This design comes from an exercise in tuning for small area, a short achievable clock period and few clock cycles on the open sky130 flow, not from production work.
Function was checked by simulation only, so behaviour that the tests miss may differ from the original.
No driver is modelled on the clock port, so clocking that relies on it looks cheaper here than on a real chip.

--- flow/run.sh ---
#!/bin/bash
# The standard layout (the standard.sh: ORFS synthesis through finish),
# with one change: the buffers that buffer_ports puts on every input and
# output port are sky130_fd_sc_hd__buf_2 instead of the default cell.
set -euo pipefail
bash standard.sh "BUFFER_PORTS_ARGS=-buffer_cell sky130_fd_sc_hd__buf_2" finish > standard.log 2>&1
--- standard.sh ---
#!/bin/bash
# synth_recipe.tcl (not shown) runs the flow's synth.tcl, then flattens the netlist and writes it again
# the make line also repeats each setting of config.mk as NAME=value (left out here)
make -C /OpenROAD-flow-scripts/flow DESIGN_CONFIG=/design/flow/config.mk WORK_HOME=/design/flow/orfs CLKGATE_MAP_FILE= SYNTH_SCRIPT=/design/flow/synth_recipe.tcl "${@:-finish}"
--- config.mk ---
export PLATFORM = sky130hd
export DESIGN_NAME = apex_cpu
export DESIGN_NICKNAME = apex_cpu
export VERILOG_FILES = /design/flow/design.v
export SDC_FILE = /design/flow/constraint.sdc
export NUM_CORES = 4
export LEC_CHECK = 0
export CAP_MARGIN = 20
export CORE_MARGIN = 2
export CORE_UTILIZATION = 60
export CTS_CLUSTER_DIAMETER = 70
export CTS_CLUSTER_SIZE = 24
export SLEW_MARGIN = 20
--- constraint.sdc ---
create_clock -name core_clock -period 100.0 [get_ports {clk}]
set_input_delay 20.0000 -clock core_clock [delete_from_list [all_inputs] [get_ports {clk}]]
set_output_delay 20.0000 -clock core_clock [all_outputs]
set_load 0.01 [all_outputs]
--- design.v ---
module apex_cpu (
    input  wire        clk,
    input  wire        rst,
    input  wire [31:0] pc_base,
    output wire [31:0] imem_addr,
    input  wire [63:0] imem_rec,
    input  wire        imem_hit,
    output wire        halted,
    output wire        faulted,
    output wire [1:0]  fault_kind,
    output wire [31:0] fault_pc,
    output wire [7:0]  fault_op,
    output wire [63:0] clk_count,
    output wire [63:0] retired_count,
    output wire        zflag,
    input  wire [3:0]  insp_reg_idx,
    output wire [31:0] insp_reg_val,
    output wire        insp_reg_pend,
    input  wire [31:0] insp_mem_addr,
    output wire [31:0] insp_mem_val
);
    localparam integer DIV_K  = 4;             
    localparam [4:0] OP_NOP   = 5'h00, OP_ADD  = 5'h01, OP_SUB  = 5'h02,
                     OP_AND   = 5'h03, OP_OR   = 5'h04, OP_XOR  = 5'h05,
                     OP_ADDL  = 5'h06, OP_SUBL = 5'h07, OP_MUL  = 5'h08,
                     OP_CMP   = 5'h09, OP_MOVC = 5'h0A, OP_DIV  = 5'h0B,
                     OP_BZ    = 5'h0C, OP_BNZ  = 5'h0D, OP_LOAD = 5'h0E,
                     OP_STORE = 5'h0F, OP_LDR  = 5'h10, OP_STR  = 5'h11,
                     OP_HALT  = 5'h12;
    function automatic [32:0] bk_add(input [31:0] a, input [31:0] b, input ci);
        reg [32:0] g, p;
        reg [31:0] h;
        integer d, i;
        begin
            g[0] = ci;
            p[0] = 1'b0;
            for (i = 0; i < 32; i = i + 1) begin
                g[i+1] = a[i] & b[i];
                p[i+1] = a[i] ^ b[i];
                h[i]   = a[i] ^ b[i];
            end
            for (d = 1; d < 33; d = d * 2)
                for (i = 2 * d - 1; i < 33; i = i + 2 * d) begin
                    g[i] = g[i] | (p[i] & g[i-d]);
                    p[i] = p[i] & p[i-d];
                end
            for (d = 8; d >= 1; d = d / 2)
                for (i = 3 * d - 1; i < 33; i = i + 2 * d) begin
                    g[i] = g[i] | (p[i] & g[i-d]);
                    p[i] = p[i] & p[i-d];
                end
            bk_add = {g[32], h ^ g[31:0]};
        end
    endfunction
    function automatic [32:0] rc_add33(input [32:0] a, input [32:0] b, input ci);
        reg cy;
        integer i;
        begin
            cy = ci;
            for (i = 0; i < 33; i = i + 1) begin
                rc_add33[i] = a[i] ^ b[i] ^ cy;
                cy = (a[i] & b[i]) | (a[i] & cy) | (b[i] & cy);
            end
        end
    endfunction
    function automatic [29:0] inc30(input [29:0] c);
        reg cy;
        integer i;
        begin
            cy = 1'b1;
            for (i = 0; i < 30; i = i + 1) begin
                inc30[i] = c[i] ^ cy;
                cy = cy & c[i];
            end
        end
    endfunction
    function automatic [31:0] mul_lo(input [31:0] x, input [31:0] y);
        reg [31:0] s, c, t, pp;
        reg        cy;
        integer i;
        begin
            s = x & {32{y[0]}};
            c = 32'd0;
            for (i = 1; i < 32; i = i + 1) begin
                pp = (x & {32{y[i]}}) << i;
                t  = s ^ c ^ pp;
                c  = ((s & c) | (s & pp) | (c & pp)) << 1;
                s  = t;
            end
            cy = 1'b0;
            for (i = 0; i < 32; i = i + 1) begin
                mul_lo[i] = s[i] ^ c[i] ^ cy;
                cy = (s[i] & c[i]) | (s[i] & cy) | (c[i] & cy);
            end
        end
    endfunction
    function automatic [63:0] inc64(input [63:0] c, input en);
        reg cy;
        integer i;
        begin
            cy = en;
            for (i = 0; i < 64; i = i + 1) begin
                inc64[i] = c[i] ^ cy;
                cy = cy & c[i];
            end
        end
    endfunction
    reg [31:0] pc;           
    reg        ir_hit;       
    reg [4:0]  ir_op;
    reg [3:0]  ir_rd, ir_rs1, ir_rs2, ir_rs3;
    reg [31:0] ir_imm;
    reg        halted_r, faulted_r;
    reg        z;
    reg [63:0] clk_cnt, ret_cnt;
    reg        div_busy;
    reg [2:0]  div_cnt;      
    reg [30:0] div_r;
    reg [31:0] div_q;
    wire running = !(halted_r || faulted_r);
    wire op_add  = (ir_op == OP_ADD);
    wire op_sub  = (ir_op == OP_SUB);
    wire op_and  = (ir_op == OP_AND);
    wire op_or   = (ir_op == OP_OR);
    wire op_xor  = (ir_op == OP_XOR);
    wire op_addl = (ir_op == OP_ADDL);
    wire op_subl = (ir_op == OP_SUBL);
    wire op_mul  = (ir_op == OP_MUL);
    wire op_cmp  = (ir_op == OP_CMP);
    wire op_movc = (ir_op == OP_MOVC);
    wire op_div  = (ir_op == OP_DIV);
    wire op_bz   = (ir_op == OP_BZ);
    wire op_bnz  = (ir_op == OP_BNZ);
    wire op_load = (ir_op == OP_LOAD);
    wire op_stor = (ir_op == OP_STORE);
    wire op_ldr  = (ir_op == OP_LDR);
    wire op_str  = (ir_op == OP_STR);
    wire op_halt = (ir_op == OP_HALT);
    wire is_st   = op_stor || op_str;
    wire is_mem  = op_load || op_ldr || is_st;
    wire is_br   = op_bz || op_bnz;
    wire wr_rd   = op_add || op_sub || op_and || op_or || op_xor || op_addl ||
                   op_subl || op_mul || op_div || op_movc || op_load || op_ldr;
    wire wr_z    = op_add || op_sub || op_and || op_or || op_xor || op_addl ||
                   op_subl || op_mul || op_div || op_movc || op_cmp;
    wire [3:0]  ra_a = is_st ? ir_rs2 : ir_rs1;
    wire [3:0]  ra_b = op_str ? ir_rs3 : ir_rs2;
    wire [3:0]  ra_c = running ? ir_rs1 : insp_reg_idx;
    wire [31:0] rf_q [0:15];
    wire [31:0] va = rf_q[ra_a];
    wire [31:0] vb = rf_q[ra_b];
    wire [31:0] vc = rf_q[ra_c];
    wire        use_imm = op_addl || op_subl || op_load || op_stor || is_br;
    wire        do_sub  = op_sub || op_subl;
    wire [31:0] ad_x    = is_br ? pc : va;
    wire [31:0] ad_y    = use_imm ? ir_imm : vb;
    wire [32:0] ad_s    = rc_add33({ad_x[31], ad_x}, {ad_y[31], ad_y} ^ {33{do_sub}}, do_sub);
    wire        ea_ok   = (ad_s[32:5] == 28'd0);
    wire [31:0] dm_q [0:31];
    wire [4:0]  dm_ra = running ? ad_s[4:0] : insp_mem_addr[4:0];
    wire [31:0] dm_rd = dm_q[dm_ra];
    wire [31:0] mul_p = mul_lo(va, vb);
    wire        dv_neg  = va[31] ^ vb[31];
    wire        dv_zero = (vb == 32'd0);
    wire [31:0] dv_y    = vb ^ {32{!vb[31]}};
    wire        dv_cy   = !vb[31];
    reg  [31:0] dv_n;
    reg         dv_or;
    integer j;
    always @(*) begin
        dv_or = 1'b0;
        for (j = 0; j < 32; j = j + 1) begin
            dv_n[j] = va[j] ^ (va[31] & dv_or);
            dv_or   = dv_or | va[j];
        end
    end
    wire [32:0] dv_c4 = bk_add({4'd0, dv_n[31:4]}, dv_y, dv_cy);
    wire [32:0] dv_c8 = bk_add({8'd0, dv_n[31:8]}, dv_y, dv_cy);
    wire        dv_lt4 = !dv_c4[32];    
    wire        dv_lt8 = !dv_c8[32];
    wire [30:0] dv_r0 = dv_lt4 ? {3'd0, dv_n[31:4]} : dv_lt8 ? {7'd0, dv_n[31:8]} : 31'd0;
    wire [31:0] dv_q0 = dv_lt4 ? {dv_n[3:0], 28'd0} : dv_lt8 ? {dv_n[7:0], 24'd0} : dv_n;
    wire [2:0]  dv_c0 = dv_lt4 ? 3'd0 : dv_lt8 ? 3'd1 : 3'd7;    
    wire [30:0] dv_rin = div_busy ? div_r : dv_r0;
    wire [31:0] dv_qin = div_busy ? div_q : dv_q0;
    reg  [30:0] dv_r;
    reg  [31:0] dv_q;
    reg  [31:0] dv_rs;
    reg  [32:0] dv_t;
    integer k;
    always @(*) begin
        dv_r = dv_rin;
        dv_q = dv_qin;
        for (k = 0; k < DIV_K; k = k + 1) begin
            dv_rs = {dv_r, dv_q[31]};
            dv_t  = bk_add(dv_rs, dv_y, dv_cy);
            dv_r  = dv_t[32] ? dv_t[30:0] : dv_rs[30:0];
            dv_q  = {dv_q[30:0], dv_t[32]};
        end
    end
    wire        dv_last = div_busy ? (div_cnt == 3'd0) : (dv_c0 == 3'd0);
    reg  [31:0] dv_quot;
    reg         dq_or;
    always @(*) begin
        dq_or = 1'b0;
        for (j = 0; j < 32; j = j + 1) begin
            dv_quot[j] = dv_q[j] ^ (dv_neg & dq_or);
            dq_or      = dq_or | dv_q[j];
        end
    end
    wire exec     = running && ir_hit;
    wire fault_ar = op_div && dv_zero;
    wire fault_ad = is_mem && !ea_ok;
    wire fault_now = exec && (fault_ar || fault_ad);
    wire div_wait = op_div && !dv_zero && !dv_last;
    wire done     = exec && !fault_ar && !fault_ad && !div_wait;
    reg [31:0] res;
    always @(*) begin
        case (1'b1)
            op_and:               res = va & vb;
            op_or:                res = va | vb;
            op_xor, op_cmp:       res = va ^ vb;
            op_mul:               res = mul_p;
            op_movc:              res = ir_imm;
            op_div:               res = dv_quot;
            op_load, op_ldr:      res = dm_rd;
            default:              res = ad_s[31:0];
        endcase
    end
    wire taken = (op_bz && z) || (op_bnz && !z);
    wire [31:0] pc_inc = {inc30(pc[31:2]), pc[1:0]};
    wire [31:0] npc = !done ? pc : (taken ? ad_s[31:0] : pc_inc);
    assign imem_addr = rst ? pc_base : npc;
    wire        rf_we = done && wr_rd;
    wire [31:0] rf_wd = res & {32{!rst}};
    wire        dm_we = done && is_st;
    wire [31:0] dm_wd = vc & {32{!rst}};
    genvar gi;
    generate
        for (gi = 0; gi < 16; gi = gi + 1) begin : RF
            reg [31:0] r;
            always @(posedge clk)
                if (rst || (rf_we && ir_rd == gi)) r <= rf_wd;
            assign rf_q[gi] = r;
        end
        for (gi = 0; gi < 32; gi = gi + 1) begin : DM
            reg [31:0] m;
            always @(posedge clk)
                if (rst || (dm_we && ad_s[4:0] == gi)) m <= dm_wd;
            assign dm_q[gi] = m;
        end
    endgenerate
    always @(posedge clk) begin
        pc     <= imem_addr;
        ir_hit <= imem_hit;
        ir_op  <= imem_rec[60:56];
        ir_rd  <= imem_rec[55:52];
        ir_rs1 <= imem_rec[51:48];
        ir_rs2 <= imem_rec[47:44];
        ir_rs3 <= imem_rec[43:40];
        ir_imm <= imem_rec[31:0];
        div_r  <= dv_r;
        div_q  <= dv_q;
        if (rst) begin
            halted_r <= 1'b0;
            faulted_r <= 1'b0;
            z        <= 1'b0;
            clk_cnt  <= 64'd0;
            ret_cnt  <= 64'd0;
            div_busy <= 1'b0;
            div_cnt  <= 3'd0;
        end else begin
            if (fault_now)
                faulted_r <= 1'b1;
            if (done && op_halt)
                halted_r <= 1'b1;
            if (done && wr_z)
                z <= (res == 32'd0);
            clk_cnt <= inc64(clk_cnt, running && !fault_now);
            ret_cnt <= inc64(ret_cnt, done);
            if (exec && div_wait) begin
                div_busy <= 1'b1;
                div_cnt  <= div_busy ? div_cnt - 3'd1 : dv_c0 - 3'd1;
            end else begin
                div_busy <= 1'b0;
            end
        end
    end
    assign halted        = halted_r;
    assign faulted       = faulted_r;
    assign fault_kind    = faulted_r ? (ir_op == OP_DIV ? 2'd1 : 2'd2) : 2'd0;
    assign fault_pc      = pc & {32{faulted_r}};
    assign fault_op      = {3'b000, ir_op & {5{faulted_r}}};
    assign clk_count     = clk_cnt;
    assign retired_count = ret_cnt;
    assign zflag         = z;
    assign insp_reg_val  = vc;
    assign insp_reg_pend = 1'b0;
    assign insp_mem_val  = (insp_mem_addr[31:5] == 27'd0) ? dm_rd : 32'd0;
endmodule
==> summary.md, run 1 <==
| Metric | Value |
|---|---|
| Final min period | `~45 ns` |
| Crit-path max FO | `16` |
| Clock latency (worst-skew pair) | `0.92 ns` |
| Synthesized cell area | `between 100000 and 150000 µm²` |
| Initial antenna violation count | `slightly below 60` |
| Die Y-Extent | `roughly 420 µm` |
| Antenna-violating nets left | `0` |
| Reg area | `~52000 µm²` |
| Initial DRT Pass Iterations | `15` |
| Placed cell areas | `roughly 110000 µm²` |
| Crit-path leading delay family | `simple AND/OR/NAND/NOR gates` |
| Clk_skew | `0.109 ns` |
| Tot GR Track Use | `53.3%` |
| Min-Delay Path Class | `flop to flop` |
| Main combinational cell family by area after synthesis | `compound AO/OA/AOI/OAI gates` |
| Global route total overflow | `0` |
| CTS max path bufs | `3` |
| Largest net degree at the start of global routing | `about 120` |
| Crit-path max cell delay | `roughly 0.86 ns` |
| Post-CTS Setup Inserts | `0` |
| Syn Area/Cell | `11.8 µm²` |
| Max transition margin | `5.98%` |
| Synth Area in Adders | `15.2%` |
| Io pins | `405` |
| Worst-path clk slew | `around 0.07 ns` |
| Routed wire length | `about 470 mm` |
| CTS tree | `done` |
| Asr flop ratio synth | `0%` |
| Via/cell ratio | `7.72` |
| Post-synthesis simple-gate area fraction | `11.2%` |
| Detailed placement HPWL | `just over 300 mm` |
| Clock root buffer | `clkbuf_16` |
| Post-Synth XOR/XNOR Area | `roughly 1.9%` |
| Synth Flop Type | `edfxtp_1` |
| Core outline area | `approximately 170000 µm²` |
| Reg2Reg Setup Slack | `~68 ns` |
| CTS buffer count | `108` |
| Drt drc | `0` |
| RSZ-0062 raised after global routing | `no` |
| Fmax | `approximately 0.022 GHz` |
| Initial Util | `approximately three fifths` |
| Most common cell after layout, fill and taps aside | `edfxtp_1` |
| Rows | `~150` |
| Final Cycle Share | `approximately 45%` |
| Mux cell area share after synthesis | `under 10%` |
| Endpoints failing setup | `0` |
| Buf/Inv on CP | `4` |
| Mapped Cells | `between 8000 and 9000` |
| Multi-input logic area | `between 40000 and 50000 µm²` |
| Compound-gate portion of the synthesized area | `17.2%` |
| Crit path capture type | `primary output` |
| Routability congestion estimate | `1.10` |
| First-pass GRT wire length | `roughly 650 mm` |
| Initial DRC Count | `between 15000 and 20000` |
| Max-Cap Viols | `0` |
| Status | `no timing/DRC/antenna violations` |
| Die W | `between 400 and 500 µm` |
| Post_cts resized | `0` |
| Placed insts | `around 11000` |
| Non-Filler Instances | `11537` |
| CP Class | `input pin to primary output` |
| Commonest non-fill, non-tap cells in the layout | `edfxtp_1, nand2_1, a22oi_1, fa_1, nor2_1` |
| Ys Warns | `1` |
| TNS Setup | `0 ns` |
| Fill cells | `between 10000 and 15000` |
| Sequential-to-total area share from yosys stat | `roughly 50%` |
| CP max stage cell | `nor2_1` |
| Worst setup SP type | `input pin` |
| Final hold violation count | `0` |
| CP cell instances | `buf_2, nor3_1, a21oi_1, nor2_1, buf_4, and2_2, buf_4, a222oi_1, and4_1, nand3_1, nor3b_1, buf_2` |
| Vias in the first global route | `between 80000 and 90000` |
| Clock Sinks | `between 1500 and 2000` |
| Seq cells post-synth | `~1800` |
| CTS hold repair buffers | `0` |
| H-Tree Level Count | `3` |
| Worst slew pin tran | `between 1 and 1.5 ns` |
| Via Count | `89070` |
| Nets@finish | `around 10000` |
| Max Slew Vio Count | `0` |
| Post-synth EDFFs | `approximately 1500` |
| Synth-to-Final Area Change | `9.86%` |
| Yosys cell types | `roughly 120` |
| WP data arrival | `24.86 ns` |
| Port bufs | `389` |
| Die area | `176000 µm²` |
| Share of cells above drive strength 1 | `a little over an eighth` |
| Critical Path RT | `around 80 ns` |
| Final Instance Area | `roughly 110000 µm²` |
| DR WL/cell | `between 40 and 50 µm` |
## logic make-up after synthesis
logic type,after synthesis
buf+inv,889
compound gates,2420
fa+ha+maj,946
flops,1820
other cells,1
simple gates,2397
mux,128
xor+xnor,222
## path summary, 6_finish.rpt
path	from	cells after the start	to
max	insp_mem_addr[2]	12	insp_mem_val[13]
min	div_cnt[2]	2	div_cnt[2]
max reg2reg	ir_op[2]	120	ret_cnt[63]
min reg2reg	div_cnt[2]	2	div_cnt[2]
## through the flow
| step | worst slack (ns) | hold WS [ns] | util, % |
|---|---|---|---|
| floorplan | 57.37 | 0.471 | - |
| global placement | 55.72 | 0.486 | 64.2 |
| detailed placement | 55.66 | 0.513 | 64.2 |
| CTS | 55.65 | 0.523 | 66.3 |
| global route | 55.44 | 0.545 | 66.4 |
| finish | 55.14 | 0.528 | 66.4 |
## sequential cells by signal (all words and copies together) (netlist names)
name and flops:
ir_rs2 4, ir_rd 4, ir_imm 32, DM.m 1024, halted_r 1, RF.r 512
z 1, pc 32, clk_cnt 64, div_q 32, ir_rs3 4, faulted_r 1
ir_op 5, div_r 31, ret_cnt 64, ir_rs1 4, ir_hit 1, div_cnt 3
div_busy 1
## layer usage
metal | wire length [µm] | GRT usage [%]
met2 | 188000 | 72.2
met3 | 83100 | 26.0
met4 | 52500 | 44.3
met1 | 149000 | 63.3
met5 | 1040 | 2.31
## synthesized netlist by cell type (83+ instances only)
cell type  instances  share of area, %
edfxtp_1        1536                44
nand2_1          909               3.3
a22oi_1          605               4.4
fa_1             526                10
nor2_1           448               1.6
clkbuf_1         426               1.5
ha_1             420               5.1
o21ai_0          326               1.6
a21oi_1          305               1.5
inv_1            285               1.0
dfxtp_1          284               5.5
a221oi_1         253               2.1
a22o_1           253               2.1
nand3_1          221               1.1
nor2b_1          161              0.97
nand4_1          146              0.88
and2_1           140              0.84
xnor2_1          138               1.2
buf_1             84              0.30
xor2_1            83              0.70
## worst min-delay path: stages (launching register included)
cell and delay, ns:
dfxtp_1 0.34, nand2_1 0.07, a31oi_1 0.07
## area by class of cell
type	instances	share of cell area, %
antenna	51	0.112
clock inverter	55	0.785
inverter	302	0.998
sequential	1820	45.4
tap	2310	2.53
multi-input combinational	6117	43.6
clock buffer	128	2.45
timing repair buffer	754	4.11
Testbench counts, summed over its fixed seeds: cycles 157,439.
==> run 2: changes to the inputs <==
--- a/config.mk
+++ b/config.mk
@@ -8,6 +8,6 @@
 export CAP_MARGIN = 20
 export CORE_MARGIN = 2
 export CORE_UTILIZATION = 60
-export CTS_CLUSTER_DIAMETER = 70
-export CTS_CLUSTER_SIZE = 24
+export CTS_CLUSTER_DIAMETER = 60
+export CTS_CLUSTER_SIZE = 18
 export SLEW_MARGIN = 20
==> run 2 against run 1 <==
  * Worst setup slack better by 0.097 ns
  * Global-route usage rose by 0.30 points
  * Synthesized area stayed put
  * Critical endpoint unchanged
  * Die area did not move
  * Wire length up 0.49%
==> summary.md, run 2 <==
| Metric | Value |
|---|---|
| Worst slew pin tran | `1.40 ns (-0.000625 ns)` |
| Share of Yosys cell area claimed by the top area cell type | `44.4% (unchanged)` |
| Detailed placement HPWL | `306 mm (unchanged)` |
| Yosys cell types | `117 (unchanged)` |
| Die W | `420 µm (unchanged)` |
| Ys Warns | `1 (unchanged)` |
| Largest registers | `DM.m: 1024 flops, RF.r: 512 flops` |
| Fill cells | `12607 (-1.1%)` |
| TNS Setup | `0 ns (unchanged)` |
| Max Slew Vio Count | `0 (unchanged)` |
| Max transition margin | `6.58% (+0.61 points)` |
| Mapped Cells | `8823 (unchanged)` |
| First-pass GRT wire length | `650 mm (+0.59%)` |
| Vias in the first global route | `84246 (+0.71%)` |
| Final min period | `44.76 ns (-0.0968 ns)` |
| Post_cts resized | `0 (unchanged)` |
| DR WL/cell | `41.0 µm (about the same)` |
| Post-synth EDFFs | `1536 (unchanged)` |
| Placed cell areas | `110000 µm² (unchanged)` |
| Asr flop ratio synth | `0% (unchanged)` |
| Top cells by count, synth | `edfxtp_1, nand2_1, a22oi_1` |
| Die Y-Extent | `420 µm (unchanged)` |
| Initial antenna violation count | `61 (+5.2%)` |
| Seq cells post-synth | `1820 (unchanged)` |
| Reg with most FFs | `DM.m` |
| Via/cell ratio | `7.70 (-0.26%)` |
| Synth Flop Type | `edfxtp_1` |
| Top-count cell post-synth | `edfxtp_1` |
| Most common cell after layout, fill and taps aside | `edfxtp_1` |
| Initial Util | `60.5% (unchanged)` |
| Min-delay src | `div_cnt[2]` |
| Antenna-violating nets left | `0 (unchanged)` |
| R2R cell count | `120 (unchanged)` |
| End of the worst register-to-register path | `ret_cnt[63]` |
| Commonest non-fill, non-tap cells in the layout | `edfxtp_1, nand2_1, a22oi_1, fa_1` |
| Post-CTS Setup Inserts | `0 (unchanged)` |
| Max-Cap Viols | `0 (unchanged)` |
| Drt drc | `0 (unchanged)` |
| Reg area | `51800 µm² (unchanged)` |
| Tot GR Track Use | `53.6% (+0.30 points)` |
| Routability congestion estimate | `1.10 (unchanged)` |
| Io pins | `405 (unchanged)` |
| WHS Path Cells | `2 (unchanged)` |
| Syn Area/Cell | `11.8 µm² (unchanged)` |
| Final hold violation count | `0 (unchanged)` |
| CP Class | `input pin to primary output` |
| Multi-input logic area | `49800 µm² (about the same)` |
| Area leader, netlist | `edfxtp_1` |
| Sequential-to-total area share from yosys stat | `49.9% (unchanged)` |
| Core outline area | `172000 µm² (unchanged)` |
| Endpoints failing setup | `0 (unchanged)` |
| Top post-synthesis cells by area | `edfxtp_1, fa_1, dfxtp_1` |
| Synthesized cell area | `104000 µm² (unchanged)` |
| Worst r2r src | `ir_op[2]` |
| Critical Path RT | `80.00 ns (about the same)` |
| Via Count | `89258 (+0.21%)` |
| Clock latency (worst-skew pair) | `0.89 ns (-0.03 ns)` |
| CTS tree | `done` |
| Final Cycle Share | `44.8% (-0.097 points)` |
| Crit path capture type | `primary output` |
| Clk_skew | `0.0548 ns (-0.0542 ns)` |
| Share of cells above drive strength 1 | `13.8% (+0.50 points)` |
| Clock Sinks | `1820 (unchanged)` |
| Worst setup SP type | `input pin` |
| Global route total overflow | `0 (unchanged)` |
| Final Instance Area | `115000 µm² (+0.83%)` |
| Status | `no timing/DRC/antenna violations` |
| Worst-path clk slew | `0.07 ns (about the same)` |
| Worst hold endpoint | `div_cnt[2]` |
| Synth-to-Final Area Change | `10.8%` |
| Max reg flops | `1024 (unchanged)` |
| RSZ-0062 raised after global routing | `no` |
| Routed wire length | `475 mm (+0.49%)` |
| Initial DRC Count | `17260 (+1.4%)` |
| Crit-path max FO | `16 (unchanged)` |
| Port bufs | `389 (unchanged)` |
| Nets@finish | `10221 (+0.36%)` |
| H-Tree Level Count | `4 (+1)` |
| Die area | `176000 µm² (unchanged)` |
| CTS max path bufs | `3 (unchanged)` |
| Min-Delay Path Class | `flop to flop` |
| Clock root buffer | `clkbuf_16` |
| Initial DRT Pass Iterations | `12 (-3)` |
| Largest net degree at the start of global routing | `122 (unchanged)` |
| CTS hold repair buffers | `0 (unchanged)` |
| Rows | `152 (unchanged)` |
| CTS buffer count | `143 (+32%)` |
| WP data arrival | `24.76 ns (-0.10 ns)` |
| Reg2Reg Setup Slack | `67.63 ns (-0.07 ns)` |
| Fmax | `0.0223 GHz (+0.22%)` |
[run 2: cell types whose count changed in the layout (fill, tap and decap cells not counted), moves of 3 or more]
cell | before | now
clkinv_2 | 2 | 5
diode_2 | 51 | 56
o21ai_0 | 285 | 290
clkbuf_16 | 108 | 145
clkinvlp_4 | 3 | 6
o21ai_1 | 14 | 11
inv_16 | 8 | 2
inv_6 | 5 | 16
[run 2: worst max path at each step]
stage                        to  cells after the start              from  slack (ns)
6_report       insp_mem_val[13]                     12  insp_mem_addr[2]       55.24
5_1_grt        insp_mem_val[13]                     12  insp_mem_addr[2]       55.47
4_1_cts        insp_mem_val[13]                     12  insp_mem_addr[2]       55.64
3_5_place_dp   insp_mem_val[13]                     12  insp_mem_addr[2]       55.66
3_3_place_gp   insp_mem_val[13]                     12  insp_mem_addr[2]       55.72
2_1_floorplan   insp_mem_val[2]                     13  insp_mem_addr[3]       57.37
[run 2: area by class of cell]
cell class                 count  share of cell area [%]
antenna                       56                   0.122
clock inverter                65                   0.756
sequential                  1820                    45.0
multi-input combinational   6117                    43.2
clock buffer                 166                    3.24
timing repair buffer         756                    4.10
tap                         2310                    2.51
inverter                     302                   0.990
[run 2: logic make-up after synthesis]
family	synth area share [%]
buf+inv	3.39
compound gates	17.2
xor+xnor	1.89
fa+ha+maj	15.2
flops	49.9
other cells	0.00361
mux	1.31
simple gates	11.2
[run 2: metal layers]
layer	routed length, µm	global-route usage (%)	vias up	part of all wire [%]
met4	52400	45.8	60	11
met5	737	1.94	-	0.16
met2	189000	72.4	9105	40
met3	84000	25.9	2809	18
met1	150000	63.5	43121	31
li1	-	-	34163	-
[run 2: critical path, cell delays in order]
cell and delay (ns):
buf_2 0.17, nor3_1 0.26, a21oi_1 0.09, nor2_1 0.84
buf_4 0.36, and2_2 0.59, buf_4 0.50, a222oi_1 0.20
and4_1 0.32, nand3_1 0.32, nor3b_1 0.78, buf_2 0.27
[run 2: through the flow]
step | setup WS (ns) | utilization [%] | hold slack (ns) | cells
2_1_floorplan | 57.37 | - | 0.471 | 8826
3_3_place_gp | 55.72 | 64.2 | 0.486 | 11300
3_5_place_dp | 55.66 | 64.2 | 0.513 | 11300
4_1_cts | 55.64 | 66.8 | 0.522 | 11531
5_1_grt | 55.47 | 66.9 | 0.545 | 11557
6_report | 55.24 | 67.0 | 0.524 | 11592
==> run 3: changes to the inputs <==
==> flow/run.sh (replaced) <==
#!/bin/bash
# The standard layout (the standard.sh) with two changes:
#  - buffer_ports puts sky130_fd_sc_hd__buf_2 on every input and output port;
#  - after clock tree synthesis, flow/size.tcl upsizes cells on the
#    combinational inspection paths (input port to output port), keeping
#    only changes that shorten the worst of those paths, and legalizes.
set -euo pipefail
PORTS="BUFFER_PORTS_ARGS=-buffer_cell sky130_fd_sc_hd__buf_2"
bash standard.sh "$PORTS" cts > standard_cts.log 2>&1
R=orfs/results/sky130hd/apex_cpu/base
IN_ODB=$R/4_cts.odb IN_SDC=$R/4_cts.sdc OUT_ODB=$R/4_cts_sized.odb SIZE_ITERS=60 \
    openroad -no_init -exit flow/size.tcl > size.log 2>&1
cp $R/4_cts_sized.odb $R/4_cts.odb
bash standard.sh "$PORTS" finish > standard.log 2>&1
==> flow/size.tcl (new file) <==
# Upsize the cells on the paths from the inspection inputs to the inspection
# outputs (combinational port-to-port paths), one cell at a time, keeping a
# change only when it shortens the worst such path.
set lib_dir $::env(FLOW_HOME)/platforms/sky130hd/lib
read_liberty $lib_dir/sky130_fd_sc_hd__tt_025C_1v80.lib
read_db $::env(IN_ODB)
read_sdc $::env(IN_SDC)
source $::env(FLOW_HOME)/platforms/sky130hd/setRC.tcl
estimate_parasitics -placement
set_propagated_clock [all_clocks]

set outs [get_ports {insp_mem_val[*] insp_reg_val[*] fault_op[*] imem_addr[*]}]
proc worst_arr {} {
  global outs
  set p [find_timing_paths -to $outs -sort_by_slack -group_path_count 1]
  return [get_property [lindex $p 0] slack]
}
proc bigger {master} {
  if {![regexp {^(.*)_([0-9]+)$} $master -> base n]} { return "" }
  foreach m {1 2 4 8 12 16} {
    if {$m > $n} {
      set c [get_lib_cells -quiet sky130_fd_sc_hd__tt_025C_1v80/${base}_$m]
      if {[llength $c]} { return ${base}_$m }
    }
  }
  return ""
}
set start [worst_arr]
puts "SIZE start slack $start"
set tried [dict create]
for {set it 0} {$it < $::env(SIZE_ITERS)} {incr it} {
  set p [lindex [find_timing_paths -to $outs -sort_by_slack -group_path_count 1] 0]
  set base_slack [get_property $p slack]
  set improved 0
  foreach pin [[$p path] pins] {
    set inst [$pin instance]
    if {$inst eq "NULL" || $inst eq "" || [catch {get_full_name $inst}]} continue
    set name [get_full_name $inst]
    if {[dict exists $tried $name]} continue
    set master [get_property $inst ref_name]
    if {[string match "*dfxtp*" $master] || [string match "*edfxtp*" $master] || [string match "*clkbuf*" $master]} continue
    set nb [bigger $master]
    if {$nb eq ""} { dict set tried $name 1; continue }
    replace_cell $inst $nb
    estimate_parasitics -placement
    set s [worst_arr]
    if {$s > $base_slack + 0.005} {
      puts "SIZE $name $master -> $nb slack $s"
      set improved 1
      break
    } else {
      replace_cell $inst $master
      dict set tried $name 1
    }
  }
  if {!$improved} { break }
}
estimate_parasitics -placement
puts "SIZE end slack [worst_arr]"
detailed_placement
check_placement
write_db $::env(OUT_ODB)
--- a/config.mk
+++ b/config.mk
@@ -7,7 +7,7 @@
 export LEC_CHECK = 0
 export CAP_MARGIN = 20
 export CORE_MARGIN = 2
-export CORE_UTILIZATION = 60
-export CTS_CLUSTER_DIAMETER = 60
-export CTS_CLUSTER_SIZE = 18
+export CORE_UTILIZATION = 65
+export CTS_CLUSTER_DIAMETER = 70
+export CTS_CLUSTER_SIZE = 24
 export SLEW_MARGIN = 20
==> run 3 against run 2 <==
  * Worst setup slack gained 0.55 ns
  * Synthesized area is the same
  * Non-clock buffer count shrank 13
  * Via count grew 1.9%
  * First-iteration DRC count grew 17%
  * Critical path depth is the same
  * Wire length shrank 1.2%
  * Global-route usage grew 3.1 points
  * Sequential share of layout area grew 0.49 points
  * Synthesized cell count is the same
  * Critical path type unchanged
  * Critical endpoint is now insp_mem_val[20]
==> summary.md, run 3 <==
| Metric | Value |
|---|---|
| Nets@finish | `10172 (-0.48%)` |
| Status | `no timing/DRC/antenna violations` |
| DR WL/cell | `41.5 µm (+1.2%)` |
| Post-synth EDFFs | `1536 (unchanged)` |
| Final Instance Area | `114000 µm² (-1.1%)` |
| Most common cell after layout, fill and taps aside | `edfxtp_1` |
| Sequential-to-total area share from yosys stat | `49.9% (unchanged)` |
| Clock Sinks | `1820 (unchanged)` |
| Synth Flop Type | `edfxtp_1` |
| Fill cells | `10658 (-15%)` |
| Initial DRT Pass Iterations | `17 (+5)` |
| Seq cells post-synth | `1820 (unchanged)` |
| Synth Area in Adders | `15.2% (unchanged)` |
| Yosys cell types | `117 (unchanged)` |
| Reg with most FFs | `DM.m` |
| Worst setup SP type | `input pin` |
| Synth-to-Final Area Change | `9.59%` |
| Final hold violation count | `0 (unchanged)` |
| WP data arrival | `24.21 ns (-0.55 ns)` |
| CTS max path bufs | `3 (unchanged)` |
| TNS Setup | `0 ns (unchanged)` |
| Vias in the first global route | `86229 (+2.4%)` |
| Largest net degree at the start of global routing | `102 (-16%)` |
| Top cells by count, synth | `edfxtp_1, nand2_1, a22oi_1` |
| R2R cell count | `121 (+0.83%)` |
| Placed cell areas | `110000 µm² (-0.31%)` |
| Crit path to | `insp_mem_val[20]` |
| Metal-1 WL | `142 mm (-4.8%)` |
| Mux cell area share after synthesis | `1.31% (unchanged)` |
| Initial Util | `65.5% (+5.0 points)` |
| Post-synthesis simple-gate area fraction | `11.2% (unchanged)` |
| RSZ-0062 raised after global routing | `no` |
| Max reg flops | `1024 (unchanged)` |
| Routability congestion estimate | `1.15 (+4.6%)` |
| Clock latency (worst-skew pair) | `0.87 ns (-0.02 ns)` |
| Ys Warns | `1 (unchanged)` |
| Post-CTS Setup Inserts | `0 (unchanged)` |
| CTS hold repair buffers | `0 (unchanged)` |
| Met3 Wirelength | `95.6 mm (+14%)` |
| Worst r2r src | `ir_op[3]` |
| Share of cells above drive strength 1 | `13.4% (-0.45 points)` |
| Port bufs | `389 (unchanged)` |
| Via Count | `90946 (+1.9%)` |
| Area leader, netlist | `edfxtp_1` |
| CP Class | `input pin to primary output` |
| Syn Area/Cell | `11.8 µm² (unchanged)` |
| Worst-path clk slew | `0.09 ns (+0.02 ns)` |
| Asr flop ratio synth | `0% (unchanged)` |
| Critical Path RT | `80.00 ns (about the same)` |
| First-pass GRT wire length | `642 mm (-1.3%)` |
| Core outline area | `159000 µm² (-7.7%)` |
| Worst slew pin tran | `1.40 ns (-0.000840 ns)` |
| Final Cycle Share | `44.2% (-0.55 points)` |
| Via/cell ratio | `8.04 (+4.4%)` |
| Crit-path max FO | `18 (+2)` |
| Share of Yosys cell area claimed by the top area cell type | `44.4% (unchanged)` |
| Max Slew Vio Count | `0 (unchanged)` |
| Initial DRC Count | `20163 (+17%)` |
| Routed wire length | `470 mm (-1.2%)` |
| Io pins | `405 (unchanged)` |
| End of the worst register-to-register path | `ret_cnt[63]` |
| Drt drc | `0 (unchanged)` |
| Synthesized cell area | `104000 µm² (unchanged)` |
| Fmax | `0.0226 GHz (+1.2%)` |
| Endpoints failing setup | `0 (unchanged)` |
| Post-Synth XOR/XNOR Area | `1.89% (unchanged)` |
| Reg2Reg Setup Slack | `67.08 ns (-0.55 ns)` |
| Top post-synthesis cells by area | `edfxtp_1, fa_1, dfxtp_1` |
| Compound-gate portion of the synthesized area | `17.2% (unchanged)` |
| Tot GR Track Use | `56.7% (+3.1 points)` |
| Clk_skew | `0.0678 ns (+0.0129 ns)` |
| Critical Path Start | `insp_mem_addr[3]` |
| Max transition margin | `5.65% (-0.93 points)` |
| Global route total overflow | `0 (unchanged)` |
| Rows | `146 (-3.9%)` |
| Main combinational cell family by area after synthesis | `compound AO/OA/AOI/OAI gates` |
| Non-Filler Instances | `11318 (-2.4%)` |
| WHS | `0.528 ns (+0.00441 ns)` |
| WL met2 | `179 mm (-5.0%)` |
| Max-Cap Viols | `0 (unchanged)` |
| Antenna-violating nets left | `0 (unchanged)` |
| CTS tree | `done` |
| Worst Slack Setup Final | `55.79 ns (+0.552 ns)` |
| Place WS | `55.73 ns (+0.0670 ns)` |
| H-Tree Level Count | `3 (-1)` |
| Placed insts | `11051 (-2.2%)` |
| Min-Delay Path Class | `flop to flop` |
| Clock root buffer | `clkbuf_16` |
| Crit path capture type | `primary output` |
| Die Y-Extent | `404 µm (-3.9%)` |
| Post_cts resized | `0 (unchanged)` |
| Initial antenna violation count | `76 (+25%)` |
| Final min period | `44.21 ns (-0.552 ns)` |
| Top Metal Used | `met5` |
| Die area | `163000 µm² (-7.6%)` |
| Commonest non-fill, non-tap cells in the layout | `edfxtp_1, nand2_1, a22oi_1, fa_1, ha_1` |
| Mapped Cells | `8823 (unchanged)` |
| Detailed placement HPWL | `304 mm (-0.71%)` |
| CTS buffer count | `107 (-25%)` |
| Die W | `404 µm (-3.9%)` |
| Top-count cell post-synth | `edfxtp_1` |
| Largest registers | `DM.m: 1024 flops, RF.r: 512 flops` |
run 3: metrics by stage:
stage	util [%]
after global placement	69.3
after floorplan	-
after detailed placement	69.3
after global routing	71.7
after CTS	71.6
final	71.8
run 3: worst max-delay path: stages:
cell      delay (ns)
buf_2           0.17
nand3_1         0.10
a21boi_0        0.20
nor2_1          0.62
buf_4           0.38
o21a_2          0.52
buf_4           0.50
a221o_1         0.24
nor4_1          0.06
buf_4           0.18
a311oi_1        0.93
buf_2           0.29
run 3: kinds of logic after synthesis:
group	after synthesis
compound gates	2420
xor+xnor	222
fa+ha+maj	946
buf+inv	889
flops	1820
mux	128
other cells	1
simple gates	2397
run 3: layer usage:
metal	vias up	track usage (%)
li1	34085	-
met1	43070	66.6
met2	10465	73.7
met3	3256	34.2
met4	70	45.4
met5	-	3.18
run 3: worst min-delay path by stage:
stage | from | to | slack [ns] | cells after the start
after global placement | ret_cnt[63] | ret_cnt[63] | 0.49 | 2
after CTS | div_cnt[2] | div_cnt[2] | 0.53 | 2
after floorplan | div_q[24] | div_q[28] | 0.47 | 2
final | clk_cnt[63] | clk_cnt[63] | 0.53 | 2
after detailed placement | clk_cnt[63] | clk_cnt[63] | 0.50 | 2
after global routing | div_cnt[2] | div_cnt[2] | 0.56 | 2
run 3: cell type report:
cell class / count / area, µm² / area share (%)
Sequential cell: 1820 / 51800 / 45.5
Multi-Input combinational cell: 6117 / 49800 / 43.8
Timing Repair Buffer: 743 / 4620 / 4.06
Clock buffer: 125 / 2860 / 2.51
Tap cell: 2072 / 2590 / 2.28
Inverter: 302 / 1140 / 1.00
Clock inverter: 50 / 734 / 0.645
Antenna cell: 89 / 223 / 0.196
==> run 4: changes to the inputs <==
--- a/config.mk
+++ b/config.mk
@@ -7,7 +7,7 @@
 export LEC_CHECK = 0
 export CAP_MARGIN = 20
 export CORE_MARGIN = 2
-export CORE_UTILIZATION = 65
+export CORE_UTILIZATION = 60
 export CTS_CLUSTER_DIAMETER = 70
 export CTS_CLUSTER_SIZE = 24
 export SLEW_MARGIN = 20
==> run 4 against run 3 <==
  * Cell count grew 1.8%
  * Non-clock buffer count grew 11
  * Synthesized area is the same
  * First-iteration DRC count shrank 14%
  * Flip-flop and latch count is the same
  * Via count shrank 2.3%
  * Worst setup slack lost 0.086 ns
  * Synthesized cell count is the same
  * Final area grew 0.26%
  * Count of clock-buffer cells in the layout grew 3
  * Critical path type unchanged
  * Critical endpoint is now insp_mem_val[21]
  * Largest cell class unchanged
==> summary.md, run 4 <==
| Metric | Value |
|---|---|
| Post_cts resized | `0 (unchanged)` |
| Clock Sinks | `1820 (unchanged)` |
| Detailed placement HPWL | `306 mm (+0.71%)` |
| Reg with most FFs | `DM.m` |
| Synth Flop Type | `edfxtp_1` |
| DR WL/cell | `41.1 µm (-0.84%)` |
| CP cell instances | `buf_8, nor3_1, a21oi_1, nor2_1, buf_4, and2_2, buf_4, a22o_1, a221oi_1, nand3_1, o32a_1, and2_1, buf_4` |
| Reg2Reg Setup Slack | `67.68 ns (+0.60 ns)` |
| TNS Setup | `0 ns (unchanged)` |
| Most common cell after layout, fill and taps aside | `edfxtp_1` |
| Worst r2r src | `ir_op[2]` |
| Port bufs | `389 (unchanged)` |
| Fin util | `66.5% (-5.3 points)` |
| Routed wire length | `474 mm (+0.94%)` |
| Clock root buffer | `clkbuf_16` |
| Asr flop ratio synth | `0% (unchanged)` |
| Area leader, netlist | `edfxtp_1` |
| Synthesized cell area | `104000 µm² (unchanged)` |
| Final Cycle Share | `44.3% (+0.086 points)` |
| Io pins | `405 (unchanged)` |
| Core outline area | `172000 µm² (+8.3%)` |
| Endpoints failing setup | `0 (unchanged)` |
| Antenna-violating nets left | `0 (unchanged)` |
| Final hold violation count | `0 (unchanged)` |
| Tot GR Track Use | `53.3% (-3.4 points)` |
| Die W | `420 µm (+4.0%)` |
| Crit-path max cell delay | `0.85 ns (-0.08 ns)` |
| Share of cells above drive strength 1 | `13.4% (about the same)` |
| Final Instance Area | `114000 µm² (+0.26%)` |
| Top post-synthesis cells by area | `edfxtp_1, fa_1, dfxtp_1` |
| Clock latency (worst-skew pair) | `0.92 ns (+0.05 ns)` |
| Worst path most repeated cell | `buf_4` |
| Fill cells | `12739 (+20%)` |
| Placed cell areas | `110000 µm² (+0.31%)` |
| Sequential-to-total area share from yosys stat | `49.9% (unchanged)` |
| Via/cell ratio | `7.71 (-4.0%)` |
| Die area | `176000 µm² (+8.2%)` |
| Nets@finish | `10184 (+0.12%)` |
| R2R cell count | `120 (-0.83%)` |
| Initial antenna violation count | `61 (-20%)` |
| Global route total overflow | `0 (unchanged)` |
| Post-CTS Setup Inserts | `0 (unchanged)` |
| CTS tree | `done` |
| CTS buffer count | `108 (+0.93%)` |
| Crit path depth | `13 (+1)` |
| Rows | `152 (+4.1%)` |
| Max transition margin | `7.85% (+2.2 points)` |
| Critical Path RT | `80.00 ns (about the same)` |
| Commonest non-fill, non-tap cells in the layout | `edfxtp_1, nand2_1, a22oi_1, fa_1, nor2_1` |
| Post-synth EDFFs | `1536 (unchanged)` |
| Yosys cell types | `117 (unchanged)` |
| Crit path capture type | `primary output` |
| Largest net degree at the start of global routing | `122 (+20%)` |
| RSZ-0062 raised after global routing | `no` |
| Crit path to | `insp_mem_val[21]` |
| CP Class | `input pin to primary output` |
| Synth-to-Final Area Change | `9.87%` |
| Status | `no timing/DRC/antenna violations` |
| Crit-path max FO | `16 (-2)` |
| CP max stage cell | `nor2_1` |
| Max-Cap Viols | `0 (unchanged)` |
| Top-count cell post-synth | `edfxtp_1` |
| Via Count | `88840 (-2.3%)` |
| Fmax | `0.0226 GHz (-0.19%)` |
| Mapped Cells | `8823 (unchanged)` |
| Syn Area/Cell | `11.8 µm² (unchanged)` |
| Die Y-Extent | `420 µm (+4.0%)` |
| Initial DRC Count | `17274 (-14%)` |
| Ys Warns | `1 (unchanged)` |
| Worst setup SP type | `input pin` |
| Top cells by count, synth | `edfxtp_1, nand2_1, a22oi_1` |
| Drt drc | `0 (unchanged)` |
| End of the worst register-to-register path | `ret_cnt[63]` |
| Worst-path clk slew | `0.07 ns (-0.02 ns)` |
| CTS hold repair buffers | `0 (unchanged)` |
| Clk_skew | `0.113 ns (+0.0455 ns)` |
| H-Tree Level Count | `3 (unchanged)` |
| Seq cells post-synth | `1820 (unchanged)` |
| Min-Delay Path Class | `flop to flop` |
| Final min period | `44.29 ns (+0.0859 ns)` |
| Crit-path leading delay family | `simple AND/OR/NAND/NOR gates` |
| Critical Path Start | `insp_mem_addr[2]` |
| First-pass GRT wire length | `646 mm (+0.69%)` |
| Largest registers | `DM.m: 1024 flops, RF.r: 512 flops` |
| Worst slew pin tran | `1.38 ns (-0.0182 ns)` |
| CTS max path bufs | `3 (unchanged)` |
| Max reg flops | `1024 (unchanged)` |
| Share of Yosys cell area claimed by the top area cell type | `44.4% (unchanged)` |
| Max Slew Vio Count | `0 (unchanged)` |
| Routability congestion estimate | `1.10 (-4.4%)` |
| WP data arrival | `24.29 ns (+0.08 ns)` |
| Buf/Inv on CP | `4 (-1)` |
| Vias in the first global route | `83641 (-3.0%)` |
| Initial Util | `60.5% (-5.0 points)` |
| Initial DRT Pass Iterations | `14 (-3)` |
-- run 4: layout make-up --
| class | instances | area [µm²] | area share, % |
|---|---|---|---|
| antenna | 35 | 87.6 | 0.0767 |
| clock buffer | 128 | 2800 | 2.45 |
| clock inverter | 55 | 896 | 0.785 |
| inverter | 302 | 1140 | 0.998 |
| multi-input combinational | 6117 | 49800 | 43.6 |
| sequential | 1820 | 51800 | 45.4 |
| tap | 2310 | 2890 | 2.53 |
| timing repair buffer | 754 | 4720 | 4.14 |
-- run 4: logic make-up after synthesis --
kind of cell,Yosys count,synth area share (%)
compound gates,2420,17.2
buf+inv,889,3.39
simple gates,2397,11.2
flops,1820,49.9
mux,128,1.31
xor+xnor,222,1.89
other cells,1,0.00361
fa+ha+maj,946,15.2
-- run 4: per-stage QoR --
step | cells | worst slack [ns] | hold slack, ns
5_1_grt | 11496 | 55.78 | 0.545
6_report | 11521 | 55.71 | 0.525
4_1_cts | 11483 | 55.65 | 0.523
3_5_place_dp | 11300 | 55.66 | 0.513
2_1_floorplan | 8826 | 57.37 | 0.471
3_3_place_gp | 11300 | 55.72 | 0.486
-- run 4: worst min-delay path by stage --
stage	startpoint	end	cells past startpoint
2_1_floorplan	div_q[24]	div_q[28]	2
3_3_place_gp	div_cnt[2]	div_cnt[2]	2
3_5_place_dp	div_cnt[2]	div_cnt[2]	2
4_1_cts	div_cnt[2]	div_cnt[2]	2
5_1_grt	div_cnt[1]	div_cnt[1]	2
6_report	div_cnt[2]	div_cnt[2]	2
-- run 4: worst register-to-register path: cells and delay by family, from the launching register on --
| family | cells | cell delay [ns] |
|---|---|---|
| xor gates and xnor gates | 1 | 0.17 |
| and+or+nand+nor | 8 | 2.64 |
| AOI/OAI and AO/OA | 6 | 1.70 |
| buffers and inverters | 11 | 1.95 |
| adders and majority gates | 94 | 25.18 |
| DFF | 1 | 0.57 |
-- run 4: routing by layer --
| metal | routed length, µm | part of all wire [%] | track usage [%] |
|---|---|---|---|
| met5 | 1320 | 0.28 | 3.17 |
| met4 | 53100 | 11 | 43.9 |
| met3 | 84200 | 18 | 25.8 |
| met2 | 187000 | 39 | 72.4 |
| met1 | 148000 | 31 | 63.3 |

separate check: timing with driven ports:
How much do the figures lean on ideal ports? The routed layouts below were timed once more, with nothing changed but the port constraints. Step 1 sets driving cells, clkbuf_16 on the clock port and buf_2 on the other inputs (assumed; they add their load-dependent delay and slew). Step 2 times the ports against the registers' clock, not the clock port: input delays grow and output delays shrink by t, the midpoint of the rising clock arrivals with the driver on. a / b / c = ideal ports / drivers / drivers and shift; a / b = the first two.
run | shift t [ns] | setup WS [ns] | worst hold slack (ns) | slew at the worst register clock pin (ns) | worst data-port slew with drivers (ns)
run 1 | 0.954 | 55.143 / 55.119 / 55.119 | 0.528 / 0.528 / 0.528 | 0.11 / 0.11 | 0.14
run 2 | 0.964 | 55.240 / 55.215 / 55.215 | 0.524 / 0.524 / 0.524 | 0.08 / 0.08 | 0.14
run 3 | 0.935 | 55.792 / 55.752 / 55.752 | 0.528 / 0.528 / 0.528 | 0.10 / 0.10 | 0.12
run 4 | 0.964 | 55.707 / 55.575 / 55.575 | 0.525 / 0.525 / 0.525 | 0.10 / 0.10 | 0.14
After both steps setup and hold are still met in every run listed. For run 4, which loses most, drivers alone change the setup slack by -0.132 ns; drivers and shift together by -0.132 ns.
